What follows belongs to an exercise in optimizing a design on an open flow for small area, a short achievable clock period and few clock cycles per item; a production flow would make more cautious choices.
No run shown here included a check of the RTL's function; only the layout flow was run.
Power and IR drop assume default switching activity.

## flow/design.v (module list and top-level ports; edited modules follow where they fit)
// module rcg_legrom: 2290 lines
// module ranging_code_gen: 200 lines
module ranging_code_gen (
    input  wire        clk,
    input  wire        rst,
    input  wire        cmd_valid,
    output wire        cmd_ready,
    input  wire [1:0]  cmd_mode,    
    input  wire [13:0] cmd_arg,     
    input  wire [13:0] cmd_p,       
    input  wire [13:0] cmd_len,     
    output reg         chip_valid,
    output reg         chip
);
  // ...
==> flow/run.sh <==
#!/bin/bash
# synth_recipe.tcl (not shown) runs the flow's synth.tcl, then flattens the netlist and writes it again
# the make line also repeats each setting of config.mk as NAME=value (left out here)
make -C /OpenROAD-flow-scripts/flow DESIGN_CONFIG=/design/flow/config.mk WORK_HOME=/design/flow/orfs CLKGATE_MAP_FILE= SYNTH_SCRIPT=/design/flow/synth_recipe.tcl finish
==> flow/config.mk <==
export PLATFORM = sky130hd
export DESIGN_NAME = ranging_code_gen
export DESIGN_NICKNAME = ranging_code_gen
export VERILOG_FILES = /design/flow/design.v
export SDC_FILE = /design/flow/constraint.sdc
export NUM_CORES = 4
export LEC_CHECK = 0
export ABC_AREA = 1
export CAP_MARGIN = 20
export CELL_PAD_IN_SITES_DETAIL_PLACEMENT = 1
export CELL_PAD_IN_SITES_GLOBAL_PLACEMENT = 1
export CORE_MARGIN = 2
export CORE_UTILIZATION = 35
export PLACE_DENSITY = 0.45
export SETUP_SLACK_MARGIN = 4.5
export SLEW_MARGIN = 20
==> flow/constraint.sdc <==
create_clock -name core_clock -period 8.0 [get_ports {clk}]
set_input_delay 1.6000 -clock core_clock [delete_from_list [all_inputs] [get_ports {clk}]]
set_output_delay 1.6000 -clock core_clock [all_outputs]
set_load 0.01 [all_outputs]
==> reports/results.txt, run 1 <==
max_cap viols = 0
status = timing/DRC/antenna clean
Area after DPL = 10680 um2
CLK BUF = 9
Synth warnings = 1
main combinational cell family by area after synthesis = simple AND/OR/NAND/NOR gates
Final min period = 3.610 ns
Logic pwr share = 65.7%
Worst Path Required = 8.25 ns
CTS max path bufs = 2
sequential share of cell area = 16.60%
GRT Util Overall = 40.44%
DIE AREA = 29930 um2
Hold WS = 0.3736 ns
leakage power = 5.447 nW
#FFs+latches synth = 82
Final Hold Viols = 0
Internal Pwr Total = 1.275 mW
WP depth = 17
largest registers = x (15), y (15), rem (14)
simple-gate area share of the yosys netlist = 39.69%
layout overhead on the synthesized area = 15.30%
P_seq = 577 uW
met3 WL = 6575 um
number of flops mapped to enable cells by yosys = 26
area share of the largest cell type after synthesis = 17.01%
Non-clock buffers = 106
TritonRoute pass-1 iters = 7
Synth async-reset ratio = 0%
==> module ranging_code_gen, before the edit <==
module ranging_code_gen (
    input  wire        clk,
    input  wire        rst,
    input  wire        cmd_valid,
    output wire        cmd_ready,
    input  wire [1:0]  cmd_mode,    
    input  wire [13:0] cmd_arg,     
    input  wire [13:0] cmd_p,       
    input  wire [13:0] cmd_len,     
    output reg         chip_valid,
    output reg         chip
);
    localparam [14:0] N_M = 15'd10243;
    localparam [14:0] N_S = 15'd3607;
    localparam [12:0] H_M = 13'd5121;    
    localparam [12:0] H_S = 13'd1803;
    reg        st_gold;
    reg        st_wset;
    reg        st_wrun;
    reg        ready_q;     
    reg        sub;         
    reg [13:0] rem;
    reg        rem1;        
    reg [14:0] x;
    reg [14:0] y;
    reg [3:0]  sc;
    reg        d_init;
    reg        d_addy;
    reg        d_fold;
    reg        d_c1;
    reg        d_c2;
    reg        d_pass;
    reg        d_end;
    reg        fz;          
    reg        wd;          
    reg        wh;          
    reg [11:0] l_idx;
    reg        l_sg;
    reg        leg_q;       
    reg        leg_ph;      
    reg        leg_a;       
    wire emit = st_gold | (st_wrun & leg_ph);
    wire last = emit & rem1;
    assign cmd_ready = ready_q;
    wire acc  = cmd_valid & ready_q;
    wire len_nz  = (cmd_len != 14'd0);
    wire gold_nx = acc ? (~cmd_mode[1] & len_nz) : (st_gold & ~last);
    wire wset_nx = acc ? (cmd_mode[1] & len_nz) : (st_wset & ~d_end);
    wire wrun_nx = acc ? 1'b0 : ((st_wrun & ~last) | (st_wset & d_end));
    wire lph_nx  = st_wrun & sc[0];
    wire rem1_nx = ready_q ? (cmd_len == 14'd1) : (emit ? (rem == 14'd2) : rem1);
    wire rdy_nx  = ~(gold_nx | wset_nx | wrun_nx) | ((gold_nx | (wrun_nx & lph_nx)) & rem1_nx);
    wire [12:0] g1 = x[12:0];
    wire [12:0] g2 = y[12:0];
    wire g1_fb = sub ? ^(g1 & 13'b1000000001101) : ^(g1[10:0] & 11'b11111000001);
    wire g2_fb = sub ? ^(g2 & 13'b1101101110001) : ^(g2[10:0] & 11'b10110011111);
    wire g1_rl = sub & (g1 == 13'h07FF);      
    wire gold_chip = sub ? (g1[12] ^ g2[12]) : (g1[10] ^ (^(g2[10:0] & l_idx[10:0])));
    wire [12:0] hh = sub ? H_S : H_M;
    wire [14:0] nn = sub ? N_S : N_M;
    reg  [14:0] red_c;
    always @(*) begin
        if (d_c1)
            red_c = sub ? 15'd14428 : 15'd20486;    
        else if (d_c2)
            red_c = sub ? 15'd7214  : 15'd10243;    
        else if (d_pass)
            red_c = 15'h7FFF;                       
        else
            red_c = nn;
    end
    wire op_fold = st_wset & d_fold;
    wire op_red  = st_wset & ~d_init & ~d_addy & ~d_fold;
    reg  [14:0] b_set;
    always @(*) begin
        if (d_init)
            b_set = nn - 15'd1;
        else if (d_addy)
            b_set = y;
        else if (d_fold)
            b_set = nn;
        else
            b_set = ~red_c;
    end
    wire [14:0] b_walk = {{14{wd}}, ~wh};
    wire [14:0] ad_b   = st_wset ? b_set : b_walk;
    wire        ad_c   = op_fold | op_red;
    wire [14:0] ad_a   = x ^ {15{op_fold}};
    reg  [15:0] pg;
    reg  [15:0] pp;
    reg  [15:0] ad_s;
    integer     i;
    integer     d;
    always @(*) begin
        pg = {ad_a & ad_b, ad_c};
        pp = {ad_a ^ ad_b, 1'b0};
        for (d = 0; d < 4; d = d + 1)
            for (i = 0; i < 16; i = i + 1)
                if (((i + 1) % (2 << d)) == 0) begin
                    pg[i] = pg[i] | (pp[i] & pg[i - (1 << d)]);
                    pp[i] = pp[i] & pp[i - (1 << d)];
                end
        for (d = 2; d >= 0; d = d - 1)
            for (i = 0; i < 16; i = i + 1)
                if (((i + 1) % (2 << d)) == (1 << d) && i >= (2 << d)) begin
                    pg[i] = pg[i] | (pp[i] & pg[i - (1 << d)]);
                    pp[i] = pp[i] & pp[i - (1 << d)];
                end
        ad_s = {pg[15], (ad_a ^ ad_b) ^ pg[14:0]};
    end
    reg         x_gt_h;
    integer     j;
    always @(*) begin
        x_gt_h = 1'b0;
        for (j = 0; j < 13; j = j + 1)
            x_gt_h = hh[j] ? (x[j] & x_gt_h) : (x[j] | x_gt_h);
        x_gt_h = x[13] | x_gt_h;
    end
    wire        keep_x = (op_red & ~ad_s[15]) | (op_fold & ~x_gt_h);
    wire        y_top  = st_wset ? (d_fold | ad_s[14]) : (wd | wh);
    wire [14:0] y_nx   = keep_x ? x : {y_top, ad_s[13:0]};
    wire [3:0] sc_nx = ready_q ? 4'd0 : sc + 4'd1;
    reg  [13:0] rem_dec;
    reg         rem_b;
    integer     n;
    always @(*) begin
        rem_b = 1'b1;
        for (n = 0; n < 14; n = n + 1) begin
            rem_dec[n] = rem[n] ^ rem_b;
            rem_b      = rem_b & ~rem[n];
        end
    end
    wire [12:0] yv  = y[12:0];
    wire        z4  = (yv[3:0] == 4'd0);
    wire        z8  = (yv[7:0] == 8'd0);
    wire        z12 = (yv[11:0] == 12'd0);
    wire [12:0] sb  = z12 ? {12'd0, yv[12]} :
                      z8  ? {8'd0, yv[12:8]} :
                      z4  ? {4'd0, yv[12:4]} : yv;
    wire [12:0] sm  = sb[0] ? sb :
                      sb[1] ? {1'd0, sb[12:1]} :
                      sb[2] ? {2'd0, sb[12:2]} : {3'd0, sb[12:3]};
    wire        t_odd = ~sb[0] & (sb[1] | ~sb[2]);    
    wire rom_q;
    rcg_legrom u_rom (.a({sub, l_idx}), .q(rom_q));
    wire leg = ~fz & (rom_q ^ l_sg);
    always @(posedge clk) begin
        if (rst) begin
            st_gold    <= 1'b0;
            st_wset    <= 1'b0;
            st_wrun    <= 1'b0;
            ready_q    <= 1'b1;
            chip_valid <= 1'b0;
        end else begin
            st_gold    <= gold_nx;
            st_wset    <= wset_nx;
            st_wrun    <= wrun_nx;
            ready_q    <= rdy_nx;
            chip_valid <= emit;
        end
    end
    always @(posedge clk) begin
        chip <= st_gold ? gold_chip : (leg_a ^ leg_q);
        rem1 <= rem1_nx;
        if (emit)
            rem <= rem_dec;
        sc     <= sc_nx;
        d_init <= (sc_nx == 4'd0);
        d_addy <= (sc_nx == 4'd7);
        d_fold <= (sc_nx == 4'd8) | (sc_nx == 4'd11);
        d_c1   <= (sc_nx == 4'd1) | (sc_nx == 4'd2);
        d_c2   <= (sc_nx == 4'd3) | (sc_nx == 4'd4);
        d_pass <= (sc_nx == 4'd10);
        d_end  <= (sc_nx == 4'd11);
        if (st_gold) begin
            x <= {y[14:13], g1_rl ? 13'h1FFF : {g1[11:0], g1_fb}};
            y <= {y_nx[14:13], g2[11:0], g2_fb};
        end else begin
            x <= y;
            y <= y_nx;
        end
        if (~st_gold) begin
            l_idx <= sm[12:1];
        end
        fz     <= (yv == 13'd0);
        wd     <= y[14] & (yv != 13'd0);
        wh     <= ~y[14] & (yv == hh);
        l_sg   <= y[14] ^ (~sub & t_odd);
        leg_q  <= leg;
        leg_ph <= lph_nx;
        leg_a  <= leg_q;
        if (ready_q) begin
            sub   <= cmd_mode[0];
            rem   <= cmd_len;
            x     <= cmd_mode[1] ? {1'b0, cmd_p} : (cmd_mode[0] ? 15'h1FFF : 15'h02AA);
            y     <= (cmd_mode == 2'd0) ? 15'h02AA : {1'b0, cmd_arg};
            l_idx <= {1'b0, cmd_arg[10:0]};
        end
    end
endmodule
==> run 2, diff against run 1 <==
--- a/flow/design.v
+++ b/flow/design.v
@@ -2307,7 +2307,6 @@
     reg        st_gold;
     reg        st_wset;
     reg        st_wrun;
-    reg        ready_q;     
     reg        sub;         
     reg [13:0] rem;
     reg        rem1;        
@@ -2320,26 +2319,16 @@
     reg        d_c1;
     reg        d_c2;
     reg        d_pass;
-    reg        d_end;
-    reg        fz;          
-    reg        wd;          
-    reg        wh;          
     reg [11:0] l_idx;
     reg        l_sg;
-    reg        leg_q;       
-    reg        leg_ph;      
-    reg        leg_a;       
-    wire emit = st_gold | (st_wrun & leg_ph);
-    wire last = emit & rem1;
-    assign cmd_ready = ready_q;
-    wire acc  = cmd_valid & ready_q;
-    wire len_nz  = (cmd_len != 14'd0);
-    wire gold_nx = acc ? (~cmd_mode[1] & len_nz) : (st_gold & ~last);
-    wire wset_nx = acc ? (cmd_mode[1] & len_nz) : (st_wset & ~d_end);
-    wire wrun_nx = acc ? 1'b0 : ((st_wrun & ~last) | (st_wset & d_end));
-    wire lph_nx  = st_wrun & sc[0];
-    wire rem1_nx = ready_q ? (cmd_len == 14'd1) : (emit ? (rem == 14'd2) : rem1);
-    wire rdy_nx  = ~(gold_nx | wset_nx | wrun_nx) | ((gold_nx | (wrun_nx & lph_nx)) & rem1_nx);
+    reg        l_z;
+    reg        l_ph;
+    reg        leg_a;
+    wire idle   = ~(st_gold | st_wset | st_wrun);
+    wire emit   = st_gold | (st_wrun & l_ph);
+    wire last   = emit & rem1;
+    assign cmd_ready = idle | last;
+    wire acc = cmd_valid & cmd_ready;
     wire [12:0] g1 = x[12:0];
     wire [12:0] g2 = y[12:0];
     wire g1_fb = sub ? ^(g1 & 13'b1000000001101) : ^(g1[10:0] & 11'b11111000001);
@@ -2348,6 +2337,11 @@
     wire gold_chip = sub ? (g1[12] ^ g2[12]) : (g1[10] ^ (^(g2[10:0] & l_idx[10:0])));
     wire [12:0] hh = sub ? H_S : H_M;
     wire [14:0] nn = sub ? N_S : N_M;
+    wire [12:0] v  = x[12:0];
+    wire        vs = x[14];
+    wire        v_z = (v == 13'd0);
+    reg         fz;
+    reg         fh;
     reg  [14:0] red_c;
     always @(*) begin
         if (d_c1)
@@ -2359,23 +2353,27 @@
         else
             red_c = nn;
     end
+    wire op_init = st_wset & d_init;
+    wire op_addy = st_wset & d_addy;
     wire op_fold = st_wset & d_fold;
     wire op_red  = st_wset & ~d_init & ~d_addy & ~d_fold;
-    reg  [14:0] b_set;
+    wire w_hold = ~vs & fh;
+    wire w_dec  = vs & ~fz;
+    reg  [14:0] ad_b;
     always @(*) begin
-        if (d_init)
-            b_set = nn - 15'd1;
-        else if (d_addy)
-            b_set = y;
-        else if (d_fold)
-            b_set = nn;
+        if (op_init)
+            ad_b = nn - 15'd1;
+        else if (op_addy)
+            ad_b = y;
+        else if (op_fold)
+            ad_b = nn;
+        else if (op_red)
+            ad_b = ~red_c;
         else
-            b_set = ~red_c;
+            ad_b = w_hold ? 15'd0 : (w_dec ? 15'h7FFF : 15'd1);
     end
-    wire [14:0] b_walk = {{14{wd}}, ~wh};
-    wire [14:0] ad_b   = st_wset ? b_set : b_walk;
-    wire        ad_c   = op_fold | op_red;
-    wire [14:0] ad_a   = x ^ {15{op_fold}};
+    wire        ad_c = op_fold | op_red;
+    wire [14:0] ad_a = x ^ {15{op_fold}};
     reg  [15:0] pg;
     reg  [15:0] pp;
     reg  [15:0] ad_s;
@@ -2407,9 +2405,9 @@
         x_gt_h = x[13] | x_gt_h;
     end
     wire        keep_x = (op_red & ~ad_s[15]) | (op_fold & ~x_gt_h);
-    wire        y_top  = st_wset ? (d_fold | ad_s[14]) : (wd | wh);
+    wire        y_top  = st_wset ? (op_fold | ad_s[14]) : (w_dec | w_hold);
     wire [14:0] y_nx   = keep_x ? x : {y_top, ad_s[13:0]};
-    wire [3:0] sc_nx = ready_q ? 4'd0 : sc + 4'd1;
+    wire [3:0] sc_nx = cmd_ready ? 4'd0 : sc + 4'd1;
     reg  [13:0] rem_dec;
     reg         rem_b;
     integer     n;
@@ -2420,40 +2418,44 @@
             rem_b      = rem_b & ~rem[n];
         end
     end
-    wire [12:0] yv  = y[12:0];
-    wire        z4  = (yv[3:0] == 4'd0);
-    wire        z8  = (yv[7:0] == 8'd0);
-    wire        z12 = (yv[11:0] == 12'd0);
-    wire [12:0] sb  = z12 ? {12'd0, yv[12]} :
-                      z8  ? {8'd0, yv[12:8]} :
-                      z4  ? {4'd0, yv[12:4]} : yv;
-    wire [12:0] sm  = sb[0] ? sb :
-                      sb[1] ? {1'd0, sb[12:1]} :
-                      sb[2] ? {2'd0, sb[12:2]} : {3'd0, sb[12:3]};
-    wire        t_odd = ~sb[0] & (sb[1] | ~sb[2]);    
+    wire        s8 = (v[7:0] == 8'd0);
+    wire [12:0] a1 = s8 ? {8'd0, v[12:8]} : v;
+    wire        s4 = (a1[3:0] == 4'd0);
+    wire [12:0] a2 = s4 ? {4'd0, a1[12:4]} : a1;
+    wire        s2 = (a2[1:0] == 2'd0);
+    wire [12:0] a3 = s2 ? {2'd0, a2[12:2]} : a2;
+    wire        s1 = ~a3[0];
+    wire [12:0] a4 = s1 ? {1'd0, a3[12:1]} : a3;
     wire rom_q;
     rcg_legrom u_rom (.a({sub, l_idx}), .q(rom_q));
-    wire leg = ~fz & (rom_q ^ l_sg);
+    wire leg = ~l_z & (rom_q ^ l_sg);
     always @(posedge clk) begin
         if (rst) begin
             st_gold    <= 1'b0;
             st_wset    <= 1'b0;
             st_wrun    <= 1'b0;
-            ready_q    <= 1'b1;
             chip_valid <= 1'b0;
         end else begin
-            st_gold    <= gold_nx;
-            st_wset    <= wset_nx;
-            st_wrun    <= wrun_nx;
-            ready_q    <= rdy_nx;
             chip_valid <= emit;
+            if (acc) begin
+                st_gold <= ~cmd_mode[1] & (cmd_len != 14'd0);
+                st_wset <= cmd_mode[1] & (cmd_len != 14'd0);
+                st_wrun <= 1'b0;
+            end else if (last) begin
+                st_gold <= 1'b0;
+                st_wrun <= 1'b0;
+            end else if (st_wset & (sc == 4'd11)) begin
+                st_wset <= 1'b0;
+                st_wrun <= 1'b1;
+            end
         end
     end
     always @(posedge clk) begin
-        chip <= st_gold ? gold_chip : (leg_a ^ leg_q);
-        rem1 <= rem1_nx;
-        if (emit)
-            rem <= rem_dec;
+        chip <= st_gold ? gold_chip : (leg_a ^ leg);
+        if (emit) begin
+            rem  <= rem_dec;
+            rem1 <= (rem == 14'd2);
+        end
         sc     <= sc_nx;
         d_init <= (sc_nx == 4'd0);
         d_addy <= (sc_nx == 4'd7);
@@ -2461,7 +2463,6 @@
         d_c1   <= (sc_nx == 4'd1) | (sc_nx == 4'd2);
         d_c2   <= (sc_nx == 4'd3) | (sc_nx == 4'd4);
         d_pass <= (sc_nx == 4'd10);
-        d_end  <= (sc_nx == 4'd11);
         if (st_gold) begin
             x <= {y[14:13], g1_rl ? 13'h1FFF : {g1[11:0], g1_fb}};
             y <= {y_nx[14:13], g2[11:0], g2_fb};
@@ -2470,18 +2471,18 @@
             y <= y_nx;
         end
         if (~st_gold) begin
-            l_idx <= sm[12:1];
+            l_idx <= a4[12:1];
         end
-        fz     <= (yv == 13'd0);
-        wd     <= y[14] & (yv != 13'd0);
-        wh     <= ~y[14] & (yv == hh);
-        l_sg   <= y[14] ^ (~sub & t_odd);
-        leg_q  <= leg;
-        leg_ph <= lph_nx;
-        leg_a  <= leg_q;
-        if (ready_q) begin
+        fz    <= (y[12:0] == 13'd0);
+        fh    <= (y[12:0] == hh);
+        l_sg  <= vs ^ (~sub & s1);
+        l_z   <= v_z;
+        l_ph  <= st_wrun & sc[0];
+        leg_a <= leg;           
+        if (cmd_ready) begin
             sub   <= cmd_mode[0];
             rem   <= cmd_len;
+            rem1  <= (cmd_len == 14'd1);
             x     <= cmd_mode[1] ? {1'b0, cmd_p} : (cmd_mode[0] ? 15'h1FFF : 15'h02AA);
             y     <= (cmd_mode == 2'd0) ? 15'h02AA : {1'b0, cmd_arg};
             l_idx <= {1'b0, cmd_arg[10:0]};
--- a/flow/config.mk
+++ b/flow/config.mk
@@ -12,5 +12,5 @@
 export CORE_MARGIN = 2
 export CORE_UTILIZATION = 35
 export PLACE_DENSITY = 0.45
-export SETUP_SLACK_MARGIN = 4.5
+export SETUP_SLACK_MARGIN = 4
 export SLEW_MARGIN = 20
==> run 2 against run 1 <==
Still clean. Count of clock-buffer cells in the layout rose by 1. Cell count fell by 1.7%. Clock skew rose by 0.00054 ns. Routed wire length fell by 3.2%. First-iteration DRC count rose by 5.5%. Setup slack got worse by 0.27 ns. Die area fell by 1.5%. Sequential cell count fell by 3. Worst hold slack improved by 0.080 ns. Core utilization fell by 0.45 points. Via count fell by 3.8%. Power rose by 10%. Largest cell class unchanged. Largest power group unchanged.
==> reports/results.txt, run 2 <==
status = timing/DRC/antenna clean
Final setup viols = 0
Clk pwr share = 14.5%
adder-cell share of the synthesized area = 8.618%
#FFs+latches synth = 79 (-3.7%)
IO Count = 50
number of flops mapped to enable cells by yosys = 27 (+3.8%)
unrepaired setup endpoints after global routing = true
period utilisation layout = 48.52%
Clk Latency, worst-skew pair = 0.36 ns
Commonest cells post-synth = 462 x nand2_1, 223 x nand3_1, 171 x nor2_1
share of post-route cells with drive strength above 1 = 7.647%
register area share after synthesis = 18.81%
largest net degree at the start of global routing = 96
Logic pwr share = 67.6% (+1.9 points)
core area = 27710 um2
initial antenna violation count = 11
number of global-route vias before repair = 12720
TritonCTS buffer count = 9
floorplan row count = 61
TritonRoute pass-1 iters = 6 (-1)
cell mode on critical path = nand3_1
Primary FF master, synth = dfxtp_1
Switching Fraction = 58.20%
Post-Route WL = 60500 um
global route overflow = 0
net load switching power = 1.930 mW
most frequent cells in the layout = 459 x nand2_1, 220 x nand3_1, 166 x nor2_1, 132 x inv_1, 115 x a21oi_1
Power Density = 293.3 nW/um2
Worst Path Required = 8.25 ns (about the same)
CTS Sinks = 79
DRC violations left = 0
main combinational cell family by area after synthesis = simple AND/OR/NAND/NOR gates
worst setup margin = 4.118 ns
CTS max path bufs = 2 (unchanged)
simple-gate area share of the yosys netlist = 39.29% (-0.40 points)
Internal Pwr Total = 1.386 mW (+8.7%)
placed wire-length estimate = 43750 um
most frequent cell after synthesis = nand2_1
synthesized area = 9843 um2
clock-pin slew on the worst setup and hold paths = 0.07 ns
Synth async-reset ratio = 0% (unchanged)
Cell variety after synth = 53
Setup Skew = 0.009161 ns
post-route cell area = 11300 um2
GRT Util Overall = 41.59% (+1.2 points)
Post-Synthesis Cells = 1676
critical path, cell by cell = buf_4 > ha_1 > nor2_1 > nand3_1 > o211ai_1 > nand3_1 > nand3_1 > nand3_1 > nand3_1 > nand2_1 > nand3_1 > nand3_1 > nand3_1 > nand2_1 > nand3_1 > nand2_1
Antenna Nets Post-Route = 0
largest stage delay on the critical path = 0.68 ns
Sequential Power Share = 17.9%
# hold bufs at CTS = 0
CTS tree = built
routed via count = 12860
worst hold path class = register to register
Largest delay share family, worst path = simple AND/OR/NAND/NOR gates
first-pass GRT wire length = 87430 um
CTS H-tree lvls = 3
leakage power = 5.192 nW (-4.7%)
Hold WS = 0.4532 ns (+0.07957 ns)
WL/cell = 29.04 um
worst rel slew slack = 17.66%
Synth Area in XOR/XNOR = 4.182%
mux share of post-synthesis cell area = 0.4068%
startpoint types = register
CP Capture Type = register
Slew @ Worst Pin = 1.222 ns
syn avg cell area = 5.873 um2
Synth warnings = 1 (unchanged)
Area after DPL = 10570 um2 (-1.0%)
Final Hold Viols = 0 (unchanged)
chip width = 171.7 um
setup tns final = 0 ns
data arrival time of the critical path = 4.13 ns
Crit Path Max Fanout = 20
CTS root buf = clkbuf_16
complex-gate fraction of the synthesized area = 18.84%
Buffers & Inverters on Critical Path = 1
number of nets in the layout = 1805
Initial Util = 35.53%
top cells by area, synth = nand2_1 18%, nand3_1 11%, dfxtp_1 11%, edfxtp_1 8.2%, ha_1 7.0%
DR iter-0 viols = 1776
DIE AREA = 29480 um2 (-1.5%)
chip height = 171.7 um
most common cell after layout, fill and taps aside = nand2_1
RD Place Congestion = 1.091
syn_nets = 1786
drt via density = 6.174
Slew Viols, Final = 0
Buffers on Ports = 49
CP Class = register to register
area share of the largest cell type after synthesis = 17.62% (+0.61 points)
fmax = 0.2576 GHz
Final Core Density = 40.80%
Peak supply drop = 138.4 uV
pre-CTS setup slack = 3.149 ns
max_cap viols = 0 (unchanged)
layout overhead on the synthesized area = 14.85%
Final min period = 3.882 ns (+0.2718 ns)
largest registers = x (15), y (15), rem (14)
leading area contributor after synthesis = nand2_1
slowest CP cell = nor2_1
-- run 2: cells by family (layout without fill, tap and decap cells) --
logic type,after synthesis,count (layout)
AND/OR/NAND/NOR,916,917
AO/OA/AOI/OAI,327,327
buffers and inverters,240,263
flip-flops,79,79
adder cells (fa/ha/maj),63,63
XOR/XNOR,47,47
multiplexers,4,4
other,0,5
-- run 2: cell type report --
type | instances | area (um2)
Timing Repair Buffer | 92 | 833.3
Fill cell | 3742 | 16400
Tap cell | 378 | 473.0
Sequential cell | 79 | 1853
Multi-Input combinational cell | 1358 | 7181
Clock inverter | 6 | 87.58
Clock buffer | 10 | 250.2
Antenna cell | 5 | 12.51
Inverter | 155 | 614.3
-- run 2: worst paths after layout --
check	from	end	slack [ns]	cells past startpoint
worst min-delay path	y[14]	x[14]	0.45	2
worst min register to register	y[14]	x[14]	0.45	2
worst max register to register	l_idx[0]	chip	4.12	16
worst max-delay path	l_idx[0]	chip	4.12	16
-- run 2: worst reg2reg max path: stages, from the launching register on --
cell,delay (ns)
edfxtp_1,0.35
buf_4,0.26
ha_1,0.42
nor2_1,0.68
nand3_1,0.45
o211ai_1,0.47
nand3_1,0.17
nand3_1,0.12
nand3_1,0.12
nand3_1,0.14
nand2_1,0.07
nand3_1,0.10
nand3_1,0.12
nand3_1,0.12
nand2_1,0.06
nand3_1,0.07
nand2_1,0.06
-- run 2: what timing repair did --
item | 4_1_cts | 5_1_grt
gates cloned | 0 | 1
buffers inserted | 2 | 22
resized for setup | 14 | 40
endpoints found under the hold margin | 0 | 0
pin swaps | 1 | 14
endpoints found under the setup margin | 16 | 17
-- run 2: power by group through the flow --
stage                     registers [mW]  clock network, mW  logic (mW)
final                              0.592              0.480        2.24
after floorplan                    0.547                  0        1.25
after global placement             0.595                  0        2.03
after global routing               0.597              0.497        2.36
after detailed placement           0.597                  0        2.02
after CTS                          0.587              0.483        2.04
-- run 2: routing by layer --
metal / track usage (%) / wire (um) / vias to the layer above
li1: - / - / 5653
met1: 44.48 / 21210 / 6104
met2: 65.57 / 26850 / 774
met3: 14.08 / 5785 / 317
met4: 36.33 / 6586 / 12
met5: 0 / 64 / -
-- run 2: per-stage QoR --
stage / std cells / power (mW)
after floorplan: 1676 / 1.797
after global placement: 2037 / 2.622
after detailed placement: 2037 / 2.618
after CTS: 2055 / 3.110
after global routing: 2079 / 3.458
final: 2083 / 3.315

==> port drivers added, routing unchanged <==
In the flow no input, the clock included, has a driving cell. The finished layouts below were timed again as built, in two steps. Step 1 assumes that a clkbuf_16 drives the clock port and a buf_2 every other input. Step 2 adds t to the input delays and takes it off the output delays; t is the mean of the earliest and latest rising clock arrival at the registers after step 1. Input paths then give back, and output paths get back, about the clock's delay inside the block. Three values: ideal, step 1, step 2; two values: the first two.
| run | t, ns | slack for setup (ns) | worst data-port slew with drivers (ns) |
|---|---|---|---|
| run 1 | 0.399 | 4.390 / 4.390 / 4.390 | 0.04 |
| run 2 | 0.400 | 4.118 / 4.118 / 4.118 | 0.03 |
After both steps every run listed still meets setup and hold.
